This is an optimization exercise on Yosys and OpenROAD, whose aim is small area, a short achievable clock period and few clock cycles, not a production implementation. No functional check of the RTL was part of any run shown here. Power is estimated from default activity; no workload was simulated.

<file path="design/flow/run.sh">
#!/bin/bash
# synth_recipe.tcl (not shown) runs the flow's synth.tcl, then flattens the netlist and writes it again
# the make line also repeats each setting of config.mk as NAME=value (left out here)
make -C /OpenROAD-flow-scripts/flow DESIGN_CONFIG=/design/flow/config.mk WORK_HOME=/design/flow/orfs CLKGATE_MAP_FILE= SYNTH_SCRIPT=/design/flow/synth_recipe.tcl finish
</file>
<file path="design/flow/config.mk">
export PLATFORM = sky130hd
export DESIGN_NAME = jbd_bms_parser
export DESIGN_NICKNAME = jbd_bms_parser
export VERILOG_FILES = /design/flow/design.v
export SDC_FILE = /design/flow/constraint.sdc
export NUM_CORES = 8
export LEC_CHECK = 0
export ABC_AREA = 1
export CAP_MARGIN = 20
export CORE_MARGIN = 2
export CORE_UTILIZATION = 55
export CTS_CLUSTER_DIAMETER = 80
export CTS_CLUSTER_SIZE = 20
export PLACE_DENSITY = 0.7
export SETUP_SLACK_MARGIN = 4.0
export SLEW_MARGIN = 20
export SYNTH_HIERARCHICAL = 1
</file>
<file path="design/flow/constraint.sdc">
create_clock -name core_clock -period 10.0 [get_ports {clk}]
set_input_delay 2.0000 -clock core_clock [delete_from_list [all_inputs] [get_ports {clk}]]
set_output_delay 2.0000 -clock core_clock [all_outputs]
set_load 0.01 [all_outputs]
</file>
<file path="design/flow/design.v">
module jbd_bms_parser (
    input  wire        clk,
    input  wire        rst,         
    input  wire        cmd_valid,
    input  wire [15:0] cmd_word,
    output wire        cmd_ready,
    input  wire [11:0] rd_addr,
    output wire [31:0] rd_data
);
    localparam [7:0] OP_NOP      = 8'h00,
                     OP_CLEAR    = 8'h01,
                     OP_PUSH     = 8'h02,
                     OP_VALIDATE = 8'h03,
                     OP_DECODE   = 8'h04,
                     OP_PARSE    = 8'h05;
    localparam [3:0] R_OK           = 4'h0,
                     R_INCOMPLETE   = 4'h1,
                     R_BAD_START    = 4'h2,
                     R_BAD_END      = 4'h3,
                     R_LEN_MISMATCH = 4'h4,
                     R_DEV_STATUS   = 4'h5,
                     R_UNKNOWN_TYPE = 4'h6,
                     R_CSUM         = 4'h7,
                     R_UNSUPPORTED  = 4'h8,
                     R_REC_SIZE     = 4'h9,
                     R_NOT_VALID    = 4'hA,
                     R_ILLEGAL      = 4'hB;
    localparam [1:0] ST_NONE = 2'd0, ST_VALIDATE = 2'd1, ST_DECODE = 2'd2, ST_COMMAND = 2'd3;
    localparam [1:0] T_NONE  = 2'd0, T_BASIC     = 2'd1, T_CELLS   = 2'd2, T_UNKNOWN  = 2'd3;
    localparam NSTAT = 64;         
    localparam NRING = 12;         
    localparam CAP_SIZE = 262;
    reg [7:0]  sbuf [0:NSTAT-1];         
    reg [7:0]  hbuf [0:5];               
    reg [7:0]  ring [0:NRING*16-1];      
    reg [3:0]  phase;
    reg        ready_q;
    reg [15:0] cap_len;
    reg [7:0]  last_byte;
    reg [7:0]  prev1, prev2;    
    reg [15:0] sum3;            
    reg [3:0]  result;
    reg [1:0]  res_stage;
    reg [15:0] diag_obs;
    reg        exp_basic;       
    reg        frame_valid;
    reg [1:0]  rtype;
    reg        hdr_ok;          
    reg [15:0] csum_rx;
    reg [15:0] csum_calc;
    reg [1:0]  rec_kind;
    reg [1:0]  bi_tc;           
    wire [7:0] type_code  = hdr_ok ? sbuf[1] : 8'h00;
    wire [7:0] dev_status = hdr_ok ? sbuf[2] : 8'h00;
    wire [7:0] pay_len    = hdr_ok ? sbuf[3] : 8'h00;
    assign cmd_ready = ready_q;
    wire [7:0] op  = cmd_word[15:8];
    wire [7:0] arg = cmd_word[7:0];
    wire       take = cmd_valid && ready_q;
    wire is_nop   = (op == OP_NOP)      && (arg == 8'h00);
    wire is_clear = (op == OP_CLEAR)    && (arg == 8'h00);
    wire is_push  = (op == OP_PUSH);
    wire is_val   = (op == OP_VALIDATE) && (arg == 8'h00);
    wire is_dec   = (op == OP_DECODE)   && (arg >= 8'h01) && (arg <= 8'h03);
    wire is_parse = (op == OP_PARSE)    && (arg == 8'h00);
    wire legal    = is_nop | is_clear | is_push | is_val | is_dec | is_parse;
    wire [7:0]  hdr_type   = sbuf[1];
    wire [7:0]  hdr_status = sbuf[2];
    wire [7:0]  hdr_len    = sbuf[3];
    wire [15:0] frame_len  = 16'd7 + {8'h00, hdr_len};
    wire [15:0] calc       = 16'h0000 - sum3;
    wire [15:0] rx         = {prev2, prev1};
    wire v_short   = cap_len < 16'd7;
    wire v_start   = sbuf[0] != 8'hDD;
    wire v_end     = last_byte != 8'h77;
    wire v_len     = cap_len != frame_len;
    wire v_stat    = hdr_status != 8'h00;
    wire v_basic   = hdr_type == 8'h03;
    wire v_cells   = hdr_type == 8'h04;
    wire v_csum    = rx != calc;
    reg [3:0]  v_code;
    reg [15:0] v_obs, v_exp;
    always @(*) begin
        v_code = R_OK; v_obs = 16'h0000; v_exp = 16'h0000;
        if (v_short) begin
            v_code = R_INCOMPLETE;   v_obs = cap_len;              v_exp = 16'd7;
        end else if (v_start) begin
            v_code = R_BAD_START;    v_obs = {8'h00, sbuf[0]};     v_exp = 16'h00DD;
        end else if (v_end) begin
            v_code = R_BAD_END;      v_obs = {8'h00, last_byte};   v_exp = 16'h0077;
        end else if (v_len) begin
            v_code = R_LEN_MISMATCH; v_obs = cap_len;              v_exp = frame_len;
        end else if (v_stat) begin
            v_code = R_DEV_STATUS;   v_obs = {8'h00, hdr_status};
        end else if (!v_basic && !v_cells) begin
            v_code = R_UNKNOWN_TYPE; v_obs = {8'h00, hdr_type};
        end else if (v_csum) begin
            v_code = R_CSUM;         v_obs = rx;                   v_exp = calc;
        end
    end
    wire v_hdr  = !v_short && !v_start && !v_end;             
    wire v_type = v_hdr && !v_len && !v_stat;                 
    wire v_ok   = (v_code == R_OK);
    function [36:0] decode;    
        input [1:0] t;
        input       fv;
        input [7:0] n;
        reg   [7:0] cexp;
        begin
            cexp = ((n > 8'd12) ? 8'd12 : n) & 8'hFE;
            if (t == T_UNKNOWN)
                decode = {2'd0, 1'b0, R_UNSUPPORTED, 16'h0003, 14'h0000};
            else if (!fv)
                decode = {2'd0, 1'b0, R_NOT_VALID, 16'h0000, 14'h0000};
            else if (t == T_BASIC)
                decode = (n != 8'd38) ? {2'd0, 1'b0, R_REC_SIZE, 8'h00, n, 14'd38}
                                      : {T_BASIC, 1'b0, R_OK, 16'h0000, 14'h0000};
            else
                decode = (n[0] || n > 8'd12) ? {2'd0, 1'b0, R_REC_SIZE, 8'h00, n, 6'h00, cexp}
                                             : {T_CELLS, 1'b0, R_OK, 16'h0000, 14'h0000};
        end
    endfunction
    wire [1:0]  ntc_clamp = (sbuf[26] > 8'd3) ? 2'd3 : sbuf[26][1:0];
    wire [36:0] d_cmd   = decode(arg[1:0], frame_valid, pay_len);
    wire [36:0] d_parse = decode(v_basic ? T_BASIC : T_CELLS, 1'b1, hdr_len);
    wire do_push  = !rst && take && is_push;
    wire len_lo   = (cap_len[15:6] == 10'd0);                     
    wire len_ring = (cap_len[15:8] == 8'd0) && !len_lo;           
    wire len_hi   = (cap_len[15:3] == 13'h0020) && (cap_len[2:0] < 3'd6);    
    integer i, j, s;
    always @(posedge clk) begin
        for (i = 0; i < NSTAT; i = i + 1)
            if (do_push && len_lo && cap_len[5:0] == i)
                sbuf[i] <= arg;
        for (i = 0; i < 6; i = i + 1)
            if (do_push && len_hi && cap_len[2:0] == i)
                hbuf[i] <= arg;
    end
    always @(posedge clk) begin
        for (j = 0; j < NRING; j = j + 1) begin
            for (s = 0; s < 15; s = s + 1)
                ring[16*j + s] <= ring[16*j + s + 1];
            ring[16*j + 15] <= (do_push && len_ring && cap_len[7:4] == j + 4)
                             ? arg : ring[16*j];
        end
    end
    reg [15:0] cap_len_d;
    always @(*) begin
        cap_len_d = cap_len;
        if (take && is_clear)
            cap_len_d = 16'h0000;
        else if (take && is_push && cap_len != 16'hFFFF)
            cap_len_d = cap_len + 16'd1;
    end
    wire [3:0] phase_d = phase + 4'd1;
    wire ring_d = (cap_len_d[15:8] == 8'd0) && (cap_len_d[7:6] != 2'b00);
    always @(posedge clk) begin
        if (rst) begin
            phase   <= 4'd0;
            ready_q <= 1'b1;
        end else begin
            phase   <= phase_d;
            ready_q <= !ring_d || (cap_len_d[3:0] == phase_d);
        end
    end
    always @(posedge clk) begin
        if (rst) begin
            cap_len     <= 16'h0000;
            last_byte   <= 8'h00;
            sum3        <= 16'h0000;
            result      <= R_OK;
            res_stage   <= ST_NONE;
            diag_obs    <= 16'h0000;
            frame_valid <= 1'b0;
            rtype       <= T_NONE;
            hdr_ok      <= 1'b0;
            csum_rx     <= 16'h0000;
            csum_calc   <= 16'h0000;
            rec_kind    <= T_NONE;
        end else if (take) begin
            cap_len <= cap_len_d;
            if (!legal) begin
                result    <= R_ILLEGAL;
                res_stage <= ST_COMMAND;
                diag_obs  <= cmd_word;
            end
            if (is_clear) begin
                last_byte   <= 8'h00;
                sum3        <= 16'h0000;
                result      <= R_OK;
                res_stage   <= ST_NONE;
                diag_obs    <= 16'h0000;
                    frame_valid <= 1'b0;
                rtype       <= T_NONE;
                hdr_ok      <= 1'b0;
                csum_rx     <= 16'h0000;
                csum_calc   <= 16'h0000;
                rec_kind    <= T_NONE;
            end
            if (is_push) begin
                last_byte <= arg;
                prev1     <= last_byte;
                prev2     <= prev1;
                if (cap_len >= 16'd5)
                    sum3 <= sum3 + {8'h00, prev2};
                frame_valid <= 1'b0;
                rec_kind    <= T_NONE;
            end
            if (is_val || is_parse) begin
                hdr_ok      <= v_hdr;
                rtype       <= !v_type ? T_NONE : v_basic ? T_BASIC : v_cells ? T_CELLS : T_UNKNOWN;
                csum_rx     <= (v_type && (v_basic || v_cells)) ? rx   : 16'h0000;
                csum_calc   <= (v_type && (v_basic || v_cells)) ? calc : 16'h0000;
                frame_valid <= v_ok;
                if (is_parse && v_ok) begin
                    exp_basic <= v_basic;
                    rec_kind  <= d_parse[36:35];
                    result    <= d_parse[33:30];
                    res_stage <= ST_DECODE;
                    diag_obs  <= d_parse[29:14];
                end else begin
                    rec_kind  <= T_NONE;
                    result    <= v_code;
                    res_stage <= ST_VALIDATE;
                    diag_obs  <= v_obs;
                end
            end
            if (is_dec || is_parse)
                bi_tc <= ntc_clamp;
            if (is_dec) begin
                rec_kind  <= d_cmd[36:35];
                result    <= d_cmd[33:30];
                res_stage <= ST_DECODE;
                diag_obs  <= d_cmd[29:14];
                exp_basic <= (arg[1:0] == T_BASIC);
            end
        end
    end
    wire bi = (rec_kind == T_BASIC);
    wire cv = (rec_kind == T_CELLS);
    function [15:0] be16;
        input integer k;
        be16 = {sbuf[k], sbuf[k + 1]};
    endfunction
    wire [2:0] cv_count   = sbuf[3][3:1];    
    reg [15:0] diag_exp;
    always @(*) begin
        case (result)
            R_INCOMPLETE:   diag_exp = 16'd7;
            R_BAD_START:    diag_exp = 16'h00DD;
            R_BAD_END:      diag_exp = 16'h0077;
            R_LEN_MISMATCH: diag_exp = frame_len;
            R_CSUM:         diag_exp = csum_calc;
            R_REC_SIZE:     diag_exp = exp_basic ? 16'd38
                                     : {8'h00, ((hdr_len > 8'd12) ? 8'd12 : hdr_len) & 8'hFE};
            default:        diag_exp = 16'h0000;
        endcase
    end
    reg [31:0] regv [0:63];
    reg [63:0] rcond;
    integer a;
    always @(*) begin
        for (a = 0; a < 64; a = a + 1) regv[a] = 32'h0000_0000;
        rcond = 64'd0;
        regv[6'h00] = {16'h0, cap_len};
        regv[6'h01] = {24'h0, last_byte};
        regv[6'h02] = {28'h0, result};
        regv[6'h03] = {30'h0, res_stage};
        regv[6'h04] = {16'h0, diag_obs};
        regv[6'h05] = {16'h0, diag_exp};
        regv[6'h06] = {31'h0, frame_valid};
        regv[6'h07] = {30'h0, rtype};
        regv[6'h08] = {24'h0, sbuf[1]};
        regv[6'h09] = {24'h0, sbuf[2]};
        regv[6'h0A] = {24'h0, sbuf[3]};
        regv[6'h0B] = {16'h0, csum_rx};
        regv[6'h0C] = {16'h0, csum_calc};
        regv[6'h0D] = {30'h0, rec_kind};
        rcond[7:0]   = 8'hFF;
        rcond[10:8]  = {3{hdr_ok}};
        rcond[13:11] = 3'b111;
        regv[6'h10] = {16'h0, be16(4)};
        regv[6'h11] = {16'h0, be16(6)};
        regv[6'h12] = {16'h0, be16(8)};
        regv[6'h13] = {16'h0, be16(10)};
        regv[6'h14] = {16'h0, be16(12)};
        regv[6'h15] = {16'h0, be16(14)};
        regv[6'h16] = {sbuf[16], sbuf[17], sbuf[18], sbuf[19]};
        regv[6'h17] = {16'h0, be16(20)};
        regv[6'h18] = {24'h0, sbuf[22]};
        regv[6'h19] = {24'h0, sbuf[23]};
        regv[6'h1A] = {24'h0, sbuf[24]};
        regv[6'h1B] = {24'h0, sbuf[25]};
        regv[6'h1C] = {24'h0, sbuf[26]};
        regv[6'h1D] = {30'h0, bi_tc};
        regv[6'h1E] = {16'h0, (bi_tc != 2'd0) ? be16(27) : {sbuf[28], sbuf[27]}};
        regv[6'h1F] = {16'h0, bi_tc[1]        ? be16(29) : {sbuf[30], sbuf[29]}};
        regv[6'h20] = {16'h0, (bi_tc == 2'd3) ? be16(31) : {sbuf[32], sbuf[31]}};
        for (a = 0; a < 9; a = a + 1)
            regv[6'h21 + a] = {24'h0, sbuf[33 + a]};
        regv[6'h2A] = {16'h0, be16(42)};
        for (a = 6'h10; a <= 6'h2A; a = a + 1)
            rcond[a] = bi;
        regv[6'h30] = {29'h0, cv_count};
        rcond[6'h30] = cv;
        for (a = 0; a < 6; a = a + 1) begin
            regv[6'h31 + a]  = {16'h0, be16(4 + 2*a)};
            rcond[6'h31 + a] = cv && (cv_count > a);
        end
        regv[6'h37] = {16'h0, csum_rx};
        rcond[6'h37] = cv;
    end
    wire        c_win, c_hi, c_reg;
    wire [15:0] dlo, dhi;
    rd_addr_dec u_dec (.rd_addr(rd_addr), .c_win(c_win), .c_hi(c_hi), .c_reg(c_reg),
                       .dlo(dlo), .dhi(dhi));
    wire [3:0]  rslot = rd_addr[3:0] - phase;
    wire [15:0] dsl   = 16'h0001 << rslot;
    wire [15:0] dsl_n = ~dsl;
    wire [7:0]  sp [0:15];     
    wire [7:0]  rn [0:15];     
    genvar gs, gj, gb, gi;
    generate
        for (gs = 0; gs < 16; gs = gs + 1) begin : g_s1
            for (gb = 0; gb < 8; gb = gb + 1) begin : g_b
                wire [3:0]  ts;
                wire [11:0] tr;
                wire [2:0]  pr;
                for (gj = 0; gj < 4; gj = gj + 1) begin : g_ts
                    nand2m u (.a(dhi[gj]), .b(sbuf[16*gj + gs][gb]), .z(ts[gj]));
                end
                nand4m u_sp (.a(ts[0]), .b(ts[1]), .c(ts[2]), .d(ts[3]), .z(sp[gs][gb]));
                for (gj = 0; gj < NRING; gj = gj + 1) begin : g_tr
                    nand2m u (.a(dhi[4 + gj]), .b(ring[16*gj + gs][gb]), .z(tr[gj]));
                end
                for (gi = 0; gi < 3; gi = gi + 1) begin : g_pr
                    nand4m u (.a(tr[4*gi]), .b(tr[4*gi + 1]), .c(tr[4*gi + 2]), .d(tr[4*gi + 3]), .z(pr[gi]));
                end
                nor3m u_rn (.a(pr[0]), .b(pr[1]), .c(pr[2]), .z(rn[gs][gb]));
            end
        end
    endgenerate
    wire [7:0] ws_n, wr, wh0, wh1;
    generate
        for (gb = 0; gb < 8; gb = gb + 1) begin : g_s2
            wire [15:0] us, vr;
            wire [3:0]  qs, qr;
            wire [5:0]  hh;
            for (gs = 0; gs < 16; gs = gs + 1) begin : g_t
                nand2m u_s (.a(dlo[gs]), .b(sp[gs][gb]), .z(us[gs]));
                nor2m  u_r (.a(dsl_n[gs]), .b(rn[gs][gb]), .z(vr[gs]));
            end
            for (gi = 0; gi < 4; gi = gi + 1) begin : g_q
                nand4m u_s (.a(us[4*gi]), .b(us[4*gi + 1]), .c(us[4*gi + 2]), .d(us[4*gi + 3]), .z(qs[gi]));
                nor4m  u_r (.a(vr[4*gi]), .b(vr[4*gi + 1]), .c(vr[4*gi + 2]), .d(vr[4*gi + 3]), .z(qr[gi]));
            end
            nor4m  u_ws (.a(qs[0]), .b(qs[1]), .c(qs[2]), .d(qs[3]), .z(ws_n[gb]));
            nand4m u_wr (.a(qr[0]), .b(qr[1]), .c(qr[2]), .d(qr[3]), .z(wr[gb]));
            for (gs = 0; gs < 6; gs = gs + 1) begin : g_h
                nand2m u (.a(dlo[gs]), .b(hbuf[gs][gb]), .z(hh[gs]));
            end
            nand3m u_h0 (.a(hh[0]), .b(hh[1]), .c(hh[2]), .z(wh0[gb]));
            nand3m u_h1 (.a(hh[3]), .b(hh[4]), .c(hh[5]), .z(wh1[gb]));
        end
    endgenerate
    reg [63:0] rsel;
    reg [31:0] rw;
    always @(*) begin
        for (a = 0; a < 64; a = a + 1)
            rsel[a] = dlo[a & 15] & dhi[a >> 4] & rcond[a];
        rw = 32'h0000_0000;
        for (a = 0; a < 64; a = a + 1)
            rw = rw | ({32{rsel[a]}} & regv[a]);
    end
    rd_or u_or (.c_win(c_win), .c_hi(c_hi), .c_reg(c_reg), .ws_n(ws_n), .wr(wr), .wh0(wh0), .wh1(wh1), .rw(rw), .y(rd_data));
endmodule
module rd_addr_dec (
    input  wire [11:0] rd_addr,
    output wire        c_win,
    output wire        c_hi,
    output wire        c_reg,
    output wire [15:0] dlo,
    output wire [15:0] dhi
);
    wire top0 = (rd_addr[11:10] == 2'b00);
    assign c_reg = top0 && (rd_addr[9:6] == 4'b0000);
    assign c_win = top0 && (rd_addr[9:8] == 2'b01);
    assign c_hi  = top0 && (rd_addr[9:8] == 2'b10) && (rd_addr[7:3] == 5'd0);
    assign dlo   = 16'h0001 << rd_addr[3:0];
    assign dhi   = 16'h0001 << rd_addr[7:4];
endmodule
module rd_or (
    input  wire        c_win,
    input  wire        c_hi,
    input  wire        c_reg,
    input  wire [7:0]  ws_n,
    input  wire [7:0]  wr,
    input  wire [7:0]  wh0,
    input  wire [7:0]  wh1,
    input  wire [31:0] rw,
    output wire [31:0] y
);
    assign y = {{24{c_reg}} & rw[31:8],
                ({8{c_reg}} & rw[7:0]) | ({8{c_win}} & (~ws_n | wr)) | ({8{c_hi}} & (wh0 | wh1))};
endmodule
module nand2m (input wire a, input wire b, output wire z);
    assign z = ~(a & b);
endmodule
module nor2m (input wire a, input wire b, output wire z);
    assign z = ~(a | b);
endmodule
module nand3m (input wire a, input wire b, input wire c, output wire z);
    assign z = ~(a & b & c);
endmodule
module nor3m (input wire a, input wire b, input wire c, output wire z);
    assign z = ~(a | b | c);
endmodule
module nand4m (input wire a, input wire b, input wire c, input wire d, output wire z);
    assign z = ~(a & b & c & d);
endmodule
module nor4m (input wire a, input wire b, input wire c, input wire d, output wire z);
    assign z = ~(a | b | c | d);
endmodule
</file>
==> run summary, run 1 <==
Max Slew Vio Count=0; via count=between 70000 and 80000; final setup violation count=0; TritonCTS clock tree=yes; top_reg_cell synth=dfxtp_1; Logic pwr share=around 3.7%; Clock Latency Late Sink=between 0.8 and 0.9 ns; number of synthesized register bits=between 2000 and 2500; H-tree depth=4; Starting DRT DRC Count=~7700; Fin Clk Skew=just over 0.07 ns; clk sinks=between 2000 and 2500; Startpoint Class=input port; Fmax=roughly 140 MHz; die width=397 µm; launching point of the worst reg2reg path=cap_len[2]; fin crit share=69.0%; Sw Share=22.9%; crit end category=primary output; DR vias/cell=between 5 and 6; floorplan row count=~140; worst vdd ir=0.175 mV; P&R area growth vs syn=15.7%; # DRC=0; Worst Hold Class=flop to flop; Flop pwr share=approximately three fifths; Critical Path AT=4.90 ns; Overall Power=0.0155 W; Critical Path Max Stage Delay=0.35 ns; Avg WL per Cell=24.6 µm; total congestion overflow=0; outcome=no timing/DRC/antenna violations; vias in the first global route=68800; Post-DRT Antenna Nets=0; First-pass DRT Iterations=7; power per cell area=approximately 160 nW/µm²; Tmin final=~6.9 ns; Leakage Power=approximately 44 nW; Root Driver=clkbuf_16; Routed Wire Length=around 330000 µm; Least-Margin Pin Slew=~1.2 ns; Post-synth EDFFs=approximately 580; layout cell share with drive strength beyond 1=a little over a tenth; Synth Instances=approximately 11000; worst path buffer plus inverter count=6; antenna violations before repair=17; Pint=around 0.012 W; Mapped Nets=10700; cell family with most CP delay=simple AND/OR/NAND/NOR gates; critical path startpoint=rd_addr[2]; required time of the critical path=approximately 8.0 ns; total CTS buffers=roughly 140; sequential share of the synthesized area=about three fifths; RSZ-0062 raised after global routing=true; warnings from Yosys=15; NumNets Final=approximately 11000; CP max FO=12; I/O pins=between 60 and 70; Netlist cell types=68; P_sw=0.00355 W; Hold-fix buffers, CTS=0; Hold Path Origin=ring[44][6]; Port Buf Inserts=between 60 and 70; full die area=about 160000 µm²; Max Root-Sink Buffers=3; kind of critical path=input port to primary output; GRT Resource Usage Total=between 40% and 50%; Fin. Hold Viols=0; placed wire-length estimate=approximately 230000 µm; flop2flop setup slack=roughly 4.9 ns; critical-path cell list=buf_8 -> inv_2 -> nand3_1 -> nor2_2 -> buf_6 -> inv_1 -> nor2_1 -> buf_4 -> a22o_1 -> a221oi_2 -> nand4_1 -> nor4_2 -> nand4_1 -> nand2_2 -> nand3_4 -> buf_6; CTS clk-pin slew, worst paths=0.08 ns; Initial Util=between 50 and 60%; die height=around 400 µm; first-pass GRT wire length=about 460000 µm; FFs w/ async S/R, synth=0%; core area=between 150000 and 200000 µm²; power share of the clock group=a little under two fifths; Slew headroom=17.0%; CP max-delay cell=nand4_1; placer congestion estimate=around 1.1; Mapped Avg Cell Area=approximately 8 µm²; Setup TNS=0 ns; max_cap viols=0; largest net degree at the start of global routing=65; Syn Std Cell Area=around 85000 µm²
-- sequential cells by signal, indices dropped and copies added (netlist names), 8 cells and up --
name and count:
ring 1536, sbuf 512, hbuf 48, cap_len 16, csum_calc 16, csum_rx 16, diag_obs 16, sum3 16
last_byte 8, prev1 8, prev2 8
-- layer usage --
| metal | wire, µm | vias to the layer above | global-route usage (%) |
|---|---|---|---|
| met5 | 96 | - | 0 |
| met4 | 32400 | 14 | 33.4 |
| met3 | 26800 | 1117 | 8.54 |
| met2 | 149000 | 3440 | 65.9 |
| met1 | 117000 | 33100 | 46.8 |
| li1 | - | 33200 | - |
-- placed cells by master, fill, tap and decap left out, types with 99 or more instances in the layout --
cell type / Yosys / final
o21ai_1: 101 / 117
inv_1: 1850 / 1781
buf_4: 5 / 233
edfxtp_1: 579 / 579
a21oi_1: 107 / 99
o21ai_0: 138 / 108
nor2_1: 484 / 362
nor2_2: 138 / 213
dfxtp_1: 1641 / 1641
nand3_1: 213 / 197
nand2_1: 4767 / 4672
clkbuf_16: 0 / 139
-- path summary, 6_finish.rpt --
check                        to  depth (start not counted)
hold / removal      ring[43][6]                          0
hold reg to reg     ring[43][6]                          0
setup / recovery     rd_data[4]                         16
setup reg to reg  csum_calc[15]                         15
-- worst register-to-register path, cell delays in order, from the launching register on --
cell	delay (ns)
dfxtp_1	0.31
buf_4	0.28
inv_2	0.30
nor2_1	0.27
inv_1	0.11
nor2_1	0.09
inv_1	0.42
nand2_1	0.65
inv_1	0.40
nor2_1	0.45
nand2_1	0.15
nor3_2	0.23
nand2_2	0.31
nor2_2	0.66
nand3_1	0.30
a21oi_1	0.19
-- per-module statistics from Yosys, one instance, submodules excluded --
| module | times used | cells | area [µm²] | flip-flops and latches |
|---|---|---|---|---|
| nand3m | 16 | 1 | 5.00 | 0 |
| nor4m | 40 | 7 | 26.3 | 0 |
| rd_addr_dec | 1 | 67 | 283 | 0 |
| nand4m | 552 | 5 | 18.8 | 0 |
| rd_or | 1 | 100 | 408 | 0 |
| jbd_bms_parser | 1 | 4544 | 61600 | 2220 |
| nand2m | 2224 | 1 | 3.75 | 0 |
| nor3m | 128 | 4 | 17.5 | 0 |
| nor2m | 128 | 1 | 3.75 | 0 |
-- power groups by stage --
stage          combinational, W  sequential, W  clock, W
2_1_floorplan          0.000175        0.00941         0
3_3_place_gp           0.000400        0.00942         0
3_5_place_dp           0.000404        0.00942         0
4_1_cts                0.000519        0.00921   0.00576
5_1_grt                0.000593        0.00921   0.00609
6_report               0.000581        0.00921   0.00572
-- synth_stat cells (4+ instances only) --
| cell | number | area share (%) |
|---|---|---|
| inv_1 | 1850 | 8.2 |
| or4_1 | 4 | 0.035 |
| xor2_1 | 18 | 0.19 |
| nor3_1 | 66 | 0.39 |
| o2111ai_1 | 22 | 0.23 |
| nand2_1 | 4767 | 21 |
| a21oi_1 | 107 | 0.63 |
| nand2_2 | 10 | 0.074 |
| o221ai_1 | 4 | 0.041 |
| o21bai_1 | 4 | 0.035 |
| o32ai_1 | 13 | 0.13 |
| a22o_1 | 14 | 0.14 |
| or2_2 | 6 | 0.044 |
| edfxtp_1 | 579 | 20 |
| ha_1 | 21 | 0.31 |
| buf_2 | 7 | 0.041 |
| xnor2_1 | 7 | 0.072 |
| o31ai_1 | 24 | 0.21 |
| nand3_1 | 213 | 1.3 |
| o21ai_1 | 101 | 0.60 |
| clkbuf_1 | 79 | 0.35 |
| nand4_2 | 4 | 0.059 |
| clkinv_1 | 5 | 0.022 |
| dfxtp_1 | 1641 | 39 |
| nor2_2 | 138 | 1.0 |
| o22ai_1 | 30 | 0.22 |
| inv_2 | 29 | 0.13 |
| a221oi_1 | 48 | 0.50 |
| o21ai_0 | 138 | 0.81 |
| buf_4 | 5 | 0.044 |
| a21o_1 | 4 | 0.035 |
| a31oi_1 | 9 | 0.066 |
| and2_1 | 4 | 0.029 |
| nor4_1 | 10 | 0.074 |
| nor2_1 | 484 | 2.1 |
| a2111oi_0 | 8 | 0.083 |
| a32o_1 | 4 | 0.047 |
| a211oi_1 | 20 | 0.18 |
| nor2_4 | 4 | 0.053 |
| a22oi_1 | 9 | 0.080 |
| nand4_1 | 58 | 0.43 |
| o211ai_1 | 16 | 0.14 |
-- cell type report --
type	count	area, µm²
clock buffer	150	3520
fill	12900	55500
clock inverter	34	518
sequential	2220	50200
inverter	1885	7230
tap	2044	2560
timing repair buffer	440	4840
multi-input combinational	6435	29300
antenna	6	15.0
-- cells by family (layout without fill, tap and decap cells) --
kind of cell / Yosys count / after routing / share of synthesized area, %
adder cells (fa/ha/maj): 23 / 23 / 0.357
multiplexers: 1 / 1 / 0.0118
buffers and inverters: 1980 / 2509 / 8.80
AND/OR/NAND/NOR: 5791 / 5795 / 27.0
XOR/XNOR: 25 / 25 / 0.258
flip-flops: 2220 / 2220 / 59.2
AO/OA/AOI/OAI: 591 / 591 / 4.36
other: 0 / 6 / 0
-- stage by stage --
stage | hold WS (ns) | util (%) | cells | worst slack [ns] | cell area (µm²)
2_1_floorplan | 0.331 | - | 10600 | 2.72 | 85200
3_3_place_gp | 0.332 | 58.2 | 12800 | 1.32 | 89500
3_5_place_dp | 0.335 | 58.2 | 12800 | 1.33 | 89500
4_1_cts | 0.322 | 63.2 | 13200 | 3.30 | 97200
5_1_grt | 0.319 | 63.9 | 13200 | 3.04 | 98200
6_report | 0.310 | 63.9 | 13200 | 3.10 | 98200
-- repair_timing --
item	CTS	global route
resized for setup	659	204
endpoints found under the setup margin	295	375
cloned	16	0
pin swaps	111	72
buffers inserted	158	39
==> run 2, diff against run 1 <==
--- a/design/flow/config.mk
+++ b/design/flow/config.mk
@@ -6,5 +6,5 @@
 export NUM_CORES = 8
 export LEC_CHECK = 0
-export ABC_AREA = 1
+export ABC_AREA = 0
 export CAP_MARGIN = 20
 export CORE_MARGIN = 2
==> run 2 against run 1 <==
Effect of this change:
- design area shrank 11%
- still clean on timing, DRC and antenna
- largest power group unchanged
- critical path type unchanged
- worst setup slack lost 0.45 ns
- synthesized cell count shrank 33%
==> run summary, run 2 <==
Mapped Avg Cell Area=about 11 µm²; Syn Std Cell Area=76000 µm²; worst-case hold path end point=ring[181][0]; Root Driver=clkbuf_16; Initial Util=between 50% and 60%; launching point of the worst reg2reg path=sbuf[3][1]; r2r worst-path depth=11; leading area contributor after synthesis=dfxtp_1; warnings from Yosys=15; Netlist cell types=between 90 and 100; number of synthesized register bits=~2200; # DRC=0; Critical Path Max Stage Delay=approximately 0.53 ns; Top reg by flops=ring; hold slack=~0.34 ns; max reg flops=about 1500; biggest regs=ring x1536, sbuf x512, hbuf x48; GRT Resource Usage Total=approximately two fifths; Fmax=136 MHz; largest net degree at the start of global routing=just over 100; outcome=no timing/DRC/antenna violations; full die area=about 140000 µm²; count leader, synth=nand2_1; floorplan row count=approximately 140; top cells by area, synth=dfxtp_1, edfxtp_1, nand2_1; TritonCTS clock tree=yes; Leakage Power=31.7 nW; flop2flop setup slack=around 5.5 ns; P&R area growth vs syn=15.3%; Max Slew Vio Count=0; Post-Place Cell Area=79400 µm²; core area=about 140000 µm²; Fin Clk Skew=between 0.03 and 0.04 ns; Startpoint Class=input port; Least-Margin Pin Slew=approximately 1.2 ns; Slew headroom=between 10% and 20%; top_reg_cell synth=dfxtp_1; Synth top cells by count=nand2_1, dfxtp_1, nand4_1, edfxtp_1, nor2_1; Starting DRT DRC Count=slightly below 10000; post-layout instance area=just under 90000 µm²; Port Buf Inserts=between 60 and 70; crit end category=primary output; Post-DRT Antenna Nets=0; H-tree depth=4; sequential share of the synthesized area=between 60% and 70%; Hold Path Origin=ring[182][0]; worst vdd ir=0.154 mV; die height=roughly 380 µm; via count=59900; total CTS buffers=about 140; NumNets Final=around 7500; critical-path cell list=buf_12 -> ha_4 -> nor2b_4 -> o21ai_2 -> nand2b_1 -> xnor2_2 -> nor2_4 -> buf_4 -> nand2_4 -> buf_8 -> nor2_1 -> nor4_4 -> nand4_1 -> nand2b_4 -> a221o_2 -> buf_6; die width=between 300 and 400 µm; layout cell share with drive strength beyond 1=14.1%; Fin. Hold Viols=0; first-pass GRT wire length=between 400000 and 500000 µm; First-pass DRT Iterations=9; FF-to-FF End=diag_obs[1]; antenna violations before repair=14; Max Root-Sink Buffers=3; Tmin final=between 7 and 8 ns; placed wire-length estimate=~180000 µm; hold path cells=0; commonest non-fill, non-tap cell in the layout=nand2_1; FFs w/ async S/R, synth=0%; Worst Hold Class=flop to flop; Setup TNS=0 ns; Synth Instances=a little over 7000; CTS clk-pin slew, worst paths=roughly 0.080 ns; power per cell area=between 150 and 200 nW/µm²; Clock Latency Late Sink=0.81 ns; kind of critical path=input port to primary output; CP max-delay cell=nand4_1; placer congestion estimate=1.11; DR vias/cell=approximately 6.4; total congestion overflow=0; fin crit share=73.6%; Critical Path AT=around 5.4 ns; clk sinks=between 2000 and 2500; Mapped Nets=roughly 7000; most frequent cells in the layout=nand2_1, dfxtp_1, nand4_1; Hold-fix buffers, CTS=0; max_cap viols=0; Post-synth EDFFs=between 500 and 600; vias in the first global route=between 50000 and 60000; final setup violation count=0; CP max FO=4; Routed Wire Length=roughly 290000 µm; Synth top area share=a little over two fifths; required time of the critical path=roughly 8 ns; Avg WL per Cell=30.8 µm; RSZ-0062 raised after global routing=true; I/O pins=64
[run 2: worst max path at each step]
stage,to,startpoint
2_1_floorplan,rd_data[10],rd_addr[6]
3_3_place_gp,rd_data[2],rd_addr[1]
3_5_place_dp,rd_data[2],rd_addr[0]
4_1_cts,rd_data[2],rd_addr[1]
5_1_grt,rd_data[2],rd_addr[1]
6_report,rd_data[2],rd_addr[1]
[run 2: final cells by class]
type | count | area (µm²)
tap | 1794 | 2240
antenna | 5 | 12.5
fill | 10700 | 49700
timing repair buffer | 355 | 4410
clock buffer | 160 | 3610
sequential | 2220 | 50200
inverter | 34 | 130
multi-input combinational | 4711 | 26600
clock inverter | 28 | 387
[run 2: layer usage]
metal | routed length (µm) | global-route usage (%) | vias to the layer above
met2 | 114000 | 54.4 | 4328
met3 | 42300 | 15.1 | 856
li1 | - | - | 25700
met1 | 115000 | 56.2 | 29100
met5 | 398 | 0.755 | -
met4 | 15000 | 17.0 | 18
[run 2: kinds of logic after synthesis]
group / share of synthesized area [%]
mux: 2.03
compound gates: 5.40
flops: 66.1
xor+xnor: 0.824
buf+inv: 1.03
simple gates: 24.2
fa+ha+maj: 0.399
[run 2: Yosys stat by module (local to each module, per instance)]
module          times used  flops+latches  cells inside  area, µm²
nand2m                2224              0             1       3.75
jbd_bms_parser           1           2220          3934      61200
nor3m                  128              0             1       10.0
nand4m                 552              0             1       6.26
rd_addr_dec              1              0            51        254
nor2m                  128              0             1       3.75
nand3m                  16              0             1       5.00
rd_or                    1              0            53        370
nor4m                   40              0             1       12.5
[run 2: per-stage QoR]
| step | utilization (%) | total power, W | setup WS, ns | std cells |
|---|---|---|---|---|
| floorplan | - | 0.00958 | 2.08 | 7126 |
| global placement | 57.8 | 0.00981 | 0.897 | 8921 |
| detailed placement | 57.8 | 0.00982 | 0.994 | 8923 |
| CTS | 63.4 | 0.0154 | 2.79 | 9280 |
| global route | 63.8 | 0.0158 | 2.65 | 9303 |
| finish | 63.8 | 0.0155 | 2.64 | 9307 |
[run 2: report_power, final]
group / internal [W] / leakage [nW] / switching, W
Sequential: 0.00920 / 18.4 / 0.0000104
Combinational: 0.000190 / 11.4 / 0.000431
Clock: 0.00262 / 1.94 / 0.00304
[run 2: timing repair]
action	4_1_cts	5_1_grt
pin swaps	132	45
cloned	24	1
buffers inserted	145	21
resized for setup	537	82
setup endpoints to repair	32	31
[run 2: worst max-delay path, delay by kind of cell]
family	cells	cell delay (ns)
buf+inv	4	0.59
simple gates	8	1.65
compound gates	2	0.54
xor+xnor	1	0.35
fa+ha+maj	1	0.20

==> afterwards: timing with drivers on the ports <==
The flow's constraints put no driver on any port. The routed layouts listed below were extracted and timed again, unchanged, in two steps.
Step 1 sets driving cells, clkbuf_16 on the clock port and buf_2 on the other inputs (assumed; they add their load-dependent delay and slew).
Step 2 also shifts input and output timing later by t, the mid clock arrival at the registers, as if the neighbouring blocks saw the same clock.
Three values: ideal ports, drivers, drivers and shift; two values: the first two.
| run | t (ns) | slack for setup (ns) | worst setup path after step 2 | worst data-port slew with drivers (ns) |
|---|---|---|---|---|
| run 1 | 0.885 | 3.097 / 3.048 / 3.048 | input to output | 0.09 |
| run 2 | 0.883 | 2.644 / 2.549 / 2.549 | input to output | 0.12 |
After both steps every run listed still meets setup and hold. The setup slack of run 2, which loses most, moves by -0.095 ns with the drivers and by -0.095 ns with both steps.
